This design comes from an exercise in tuning for small area, a short achievable clock period and few clock cycles on the open sky130 flow, not from production work. Function was checked by simulation only, so behaviour that the tests miss may differ from the original. Power is estimated from default activity; no workload was simulated.

Design fb_codec, start of the top module:
module fb_codec (
    input  wire        clk,
    input  wire        rst,           
    input  wire        cmd_valid,
    output wire        cmd_ready,
    input  wire [7:0]  cmd_op,
    input  wire [15:0] cmd_len,
    input  wire [31:0] cmd_arg,
    input  wire [6:0]  req_flags,
    input  wire [63:0] req_addr,
    input  wire [15:0] req_rcount,
    input  wire [15:0] req_cid,
    input  wire [31:0] req_delay,
    input  wire        in_valid,
    output wire        in_ready,
    input  wire [7:0]  in_data,
    output wire        out_valid,
    input  wire        out_ready,
    output wire [7:0]  out_data,
    output wire        res_valid,
    input  wire        res_ready,
    output wire [7:0]  res_code,
    output wire [31:0] res_data
);
    localparam [1:0] M_PACK = 2'd0, M_UNPACK = 2'd1, M_CRC = 2'd2, M_CHECK = 2'd3;
    reg        pv;
    reg        p_zero, p_str, p_hdr, p_pay, p_len1, p_len2, p_f3, p_f4;
    reg [1:0]  p_mode;
    reg        p_any, p_f14, p_t8, p_t21, p_ill, p_chk0;
    reg [20:0] acc;
    reg [21:0] n;              
    reg        emode;           
    reg        okp, oku;        
    reg [15:0] in_rem;          
    reg        rem0, rem1, rem2;
    reg        ob;              
    reg [1:0]  imode, nmode;    
    reg        first;           
    reg        in_rdy, cmd_rdy;
    reg [7:0]  crc, cb;
    reg        cfin, cfin_chk;
    reg [16:0] oc;              
    reg        hdr;             
    reg [3:0]  hp;              
    reg        hl;              
    reg [7:0]  hbyte;           
    reg        out_v;
    reg [7:0]  out_d;
    reg        res_pend, res_v;
    reg [1:0]  hacc;            
    reg        hout;            
    reg [22:0] rdata;
    reg [2:0]  rcode;
    function [7:0] crcf(input [7:0] c, input [7:0] b);
        integer k;
        reg [7:0] r;
        begin
            r = c;
            for (k = 0; k < 8; k = k + 1)
                r = (r[0] ^ b[k]) ? ((r >> 1) ^ 8'h8C) : (r >> 1);
  ...
For scale: ~180 flip-flops, about 0.011 mm² of cells after synthesis.
Settings: LEC_CHECK=0, CAP_MARGIN=20, CORE_MARGIN=2, CORE_UTILIZATION=40, PLACE_DENSITY=0.6, SETUP_SLACK_MARGIN=2.0, SLEW_MARGIN=20; clock period 5.0 ns.
standard.sh (not shown) runs the stock make flow with config.mk's settings and CLKGATE_MAP_FILE= SYNTH_SCRIPT=/design/flow/synth_recipe.tcl, a recipe that flattens the netlist after the stock synthesis.
==> flow/flow/run.sh <==
#!/bin/bash
# Own layout flow: the standard ORFS flow (standard.sh), with two changes:
#  - ports are buffered with sky130_fd_sc_hd__buf_1 instead of the default
#    delay-cell buffer (every port still gets its own buffer);
#  - yosys does not extract half/full adder cells, so ABC maps that logic too.
# Everything else (synthesis script, floorplan, power grid, taps, CTS,
# routing) is the standard flow. Each step's full log stays in orfs/logs/.
set -euo pipefail
export BUFFER_PORTS_ARGS="-buffer_cell sky130_fd_sc_hd__buf_1"
export ADDER_MAP_FILE=
bash standard.sh > flow_make.log 2>&1
Testbench counts at the start, summed over its fixed seeds: cycles 30,555.
Next try:
--- a/flow/config.mk
+++ b/flow/config.mk
@@ -12 +12 @@
-export SETUP_SLACK_MARGIN = 2.0
+export SETUP_SLACK_MARGIN = 3.0
Power climbs by 17%.
Setup slack is better by 0.14 ns.
Sequential share of layout area drops by 6.7 points.
Final area climbs by about 28%.

## oak
Another version of the RTL of fb_codec (not shown whole).
Size: ~1400 cells after synthesis, about 170 flip-flops, about 11000 um^2 of cells after synthesis.
## fb_codec
module fb_codec (
    input  wire        clk,
    input  wire        rst,           
    input  wire        cmd_valid,
    output wire        cmd_ready,
    input  wire [7:0]  cmd_op,
    input  wire [15:0] cmd_len,
    input  wire [31:0] cmd_arg,
    input  wire [6:0]  req_flags,
    input  wire [63:0] req_addr,
    input  wire [15:0] req_rcount,
    input  wire [15:0] req_cid,
    input  wire [31:0] req_delay,
    input  wire        in_valid,
    output wire        in_ready,
    input  wire [7:0]  in_data,
    output wire        out_valid,
    input  wire        out_ready,
    output wire [7:0]  out_data,
    output wire        res_valid,
    input  wire        res_ready,
    output wire [7:0]  res_code,
    output wire [31:0] res_data
);
    localparam [1:0] M_PACK = 2'd0, M_UNPACK = 2'd1, M_CRC = 2'd2, M_CHECK = 2'd3;
    reg        pv;
    reg        p_zero, p_str, p_hdr, p_pay, p_len1, p_len2, p_f3, p_f4;
    reg [1:0]  p_mode;
    reg [20:0] acc;
    reg [21:0] n;              
    reg        emode;           
    reg        okp, oku;        
    reg        ce;              
    reg [15:0] in_rem;          
    reg        rem0, rem1, rem2;
    reg        ob;              
    reg [1:0]  imode, nmode;    
    reg        first;           
    reg        in_rdy, cmd_rdy;
    reg [7:0]  crc, cb;
  ...
clock: 5.0 ns
lec_check: 0
cap_margin: 20
core_margin: 2
core_utilization: 60
cts_buf_list: sky130_fd_sc_hd__clkbuf_4 sky130_fd_sc_hd__clkbuf_8
place_density: 0.75
setup_slack_margin: 2.5
slew_margin: 20
Scripts as last shown in full above: flow/flow/run.sh
Testbench counts of oak, summed over its fixed seeds: cycles 30,555.
For pine, these inputs were changed with respect to oak:
Settings: ABC_AREA: unset -> 1; ABC_CLOCK_PERIOD_IN_PS: unset -> 2500; CORE_UTILIZATION: 60 -> 40; PLACE_DENSITY: 0.75 -> 0.6.
==> summary.txt <==
- Of pine and oak, it is pine that has the lower share of post-route cells with drive strength above 1.
- On normalized max-slew margin, oak loses to pine.
- As far as number of CTS-inserted buffers goes, oak and pine are indistinguishable; the numbers are identical.
- pine vs. oak: required time reported for the critical path endpoint now larger, design area shrank by 2.0%, global-route wire length before repair held, final core area utilization lost 23 points.
[inputs] birch vs pine
Settings: ABC_CLOCK_PERIOD_IN_PS no longer set, was 2500; CTS_BUF_LIST no longer set, was sky130_fd_sc_hd__clkbuf_4 sky130_fd_sc_hd__clkbuf_8.
--- outcome ---
Timing, DRC, antenna: 0 failures across birch and pine. On total stage count of the critical path: between birch and pine, it ends up lower for birch. On number of combinational gates with multiple inputs, birch and pine are neck and neck. Portion of the clock cycle consumed by the worst path in the final layout: birch vs pine up 1.9 points. Changes observed in birch relative to pine: synthesized area about even, met2 track demand over resource about even, setup fix buffers added after clock tree synthesis rose 2, final period demand of the worst path rose 0.097 ns, area of the multi-input gates about even. Per the comparison of birch with pine, final cell utilization of the core went up; maximum frequency went down.

fb_codec again, from the RTL that the note above started with.
Settings: LEC_CHECK=0, ABC_AREA=1, CAP_MARGIN=20, CORE_MARGIN=2, CORE_UTILIZATION=40, CTS_BUF_LIST=sky130_fd_sc_hd__clkbuf_4 sky130_fd_sc_hd__clkbuf_8, PLACE_DENSITY=0.6, SETUP_SLACK_MARGIN=2.6, SLEW_MARGIN=20; clock period 5.0 ns.
Scripts as last shown in full above: flow/flow/run.sh
The baseline went through all stages and came out clean.
Testbench counts at the start, summed over its fixed seeds: cycles 30,555.
Edit:
==> flow/run.sh (new file) <==
#!/bin/bash
# synth_recipe.tcl (not shown) runs the flow's synth.tcl, then flattens the netlist and writes it again
# the make line also repeats each setting of config.mk as NAME=value (left out here)
make -C /OpenROAD-flow-scripts/flow DESIGN_CONFIG=/design/flow/config.mk WORK_HOME=/design/flow/orfs CLKGATE_MAP_FILE= SYNTH_SCRIPT=/design/flow/synth_recipe.tcl finish
- SETUP_SLACK_MARGIN: 2.6 -> 2.5
removed: flow/flow/run.sh
removed: flow/standard.sh
- The new run ran to the end with no violations
- register-to-register slack degrades by 0.92 ns
- hold slack degrades by 0.0078 ns
- cell area grows by about a fifth
- via count barely changes
- maximum frequency shrinks by a quarter to a third
- sequential power barely changes
- area after synthesis grows by a few percent
- clock skew shrinks by 0.0031 ns
- flip-flop and latch count stays the same
- routed wire length grows by a few percent
Edit:
==> flow/flow/run.sh (new file) <==
#!/bin/bash
# Own layout flow: the standard ORFS flow (standard.sh), with two changes:
#  - ports are buffered with sky130_fd_sc_hd__buf_1 instead of the default
#    delay-cell buffer (every port still gets its own buffer);
#  - yosys does not extract half/full adder cells, so ABC maps that logic too.
# Everything else (synthesis script, floorplan, power grid, taps, CTS,
# routing) is the standard flow. Each step's full log stays in orfs/logs/.
set -euo pipefail
export BUFFER_PORTS_ARGS="-buffer_cell sky130_fd_sc_hd__buf_1"
export ADDER_MAP_FILE=
bash standard.sh > flow_make.log 2>&1
==> flow/standard.sh (new file) <==
#!/bin/bash
# synth_recipe.tcl (not shown) runs the flow's synth.tcl, then flattens the netlist and writes it again
# the make line also repeats each setting of config.mk as NAME=value (left out here)
make -C /OpenROAD-flow-scripts/flow DESIGN_CONFIG=/design/flow/config.mk WORK_HOME=/design/flow/orfs CLKGATE_MAP_FILE= SYNTH_SCRIPT=/design/flow/synth_recipe.tcl "${@:-finish}"
- CORE_UTILIZATION: 40 -> 45
- CTS_CLUSTER_DIAMETER: unset -> 60
- CTS_CLUSTER_SIZE: unset -> 30
- PLACE_DENSITY: 0.6 -> 0.65
removed: flow/run.sh
Outcome: Synthesized cell count falls slightly. Design area decreases by about a fifth. Routed wire length went down by roughly a tenth. Total power goes down by a few percent. Count of clock-buffer cells in the layout does not change. Global-route usage climbs by 0.16 points. Synthesized area goes down by a few percent. Die area falls by about a fifth.
Edit:
- CORE_UTILIZATION: 45 -> 40
- CTS_CLUSTER_DIAMETER: 60 -> unset
- CTS_CLUSTER_SIZE: 30 -> unset
- PLACE_DENSITY: 0.65 -> 0.6
- SETUP_SLACK_MARGIN: 2.5 -> 2.3
Result: Via count is lower by about 2.8%; routed wire length stays flat; total power drops by 1.1%; core utilization fell by 6.6 points; clock power is about the same; worst setup slack degrades by 0.11 ns; clock skew goes up by 0.0046 ns; area after synthesis stays the same; final cell count grows by about 1.6%; count of clock-buffer cells in the layout went up by 2.
Edit:
- CORE_UTILIZATION: 40 -> 50
- CTS_BUF_LIST: sky130_fd_sc_hd__clkbuf_4 sky130_fd_sc_hd__clkbuf_8 -> sky130_fd_sc_hd__clkbuf_8
- PLACE_DENSITY: 0.6 -> 0.7
- SETUP_SLACK_MARGIN: 2.3 -> 2.5
=> Design area is higher by 1.9%; routed wire length goes up by 5.3%; total power shrinks by 1.9%; register-to-register slack is better by 0.07 ns; first-iteration DRC count decreases by 6.1%; clock skew rises by 0.010 ns; cell count drops by 3.3%; sequential cell count stays the same; maximum frequency goes up by 2.8%; utilization goes up by 13 points; worst setup slack is better by 0.070 ns.

==> afterwards: timing with drivers on the ports <==
No port has a modelled driver above. Below, the same layouts with a new extraction and two added sets of constraints.
Step 1 sets driving cells, clkbuf_16 on the clock port and buf_2 on the other inputs (assumed; they add their load-dependent delay and slew).
Step 2 moves the port delays by t, midway between the first and last clock arrival at a register: inputs arrive t later, outputs are due t later. That takes back most of the time a late clock gives input paths.
Three values: ideal ports, drivers, drivers and shift; two values: the first two.
run | shift t [ns] | setup slack, ns | pins driven straight from the clock port
the first run of note 1 | 0.479 | 2.077 / 2.077 / 1.776 | 1
the second run of note 1 | 0.491 | 2.212 / 2.212 / 1.900 | 1
oak | 0.518 | 2.438 / 2.438 / 2.013 | 1
pine | 0.502 | 2.559 / 2.559 / 2.076 | 1
birch | 0.475 | 2.463 / 2.485 / 2.010 | 1
the first run of note 3 | 0.514 | 2.599 / 2.599 / 2.161 | 1
the second run of note 3 | 0.539 | 1.676 / 1.676 / 1.676 | 1
the third run of note 3 | 0.501 | 2.505 / 2.505 / 2.089 | 1
the fourth run of note 3 | 0.505 | 2.398 / 2.405 / 1.925 | 1
the fifth run of note 3 | 0.519 | 2.468 / 2.468 / 1.999 | 1
After both steps every run listed still meets setup and hold. For pine, which loses most, drivers alone change the setup slack by 0.000 ns; drivers and shift together by -0.483 ns.
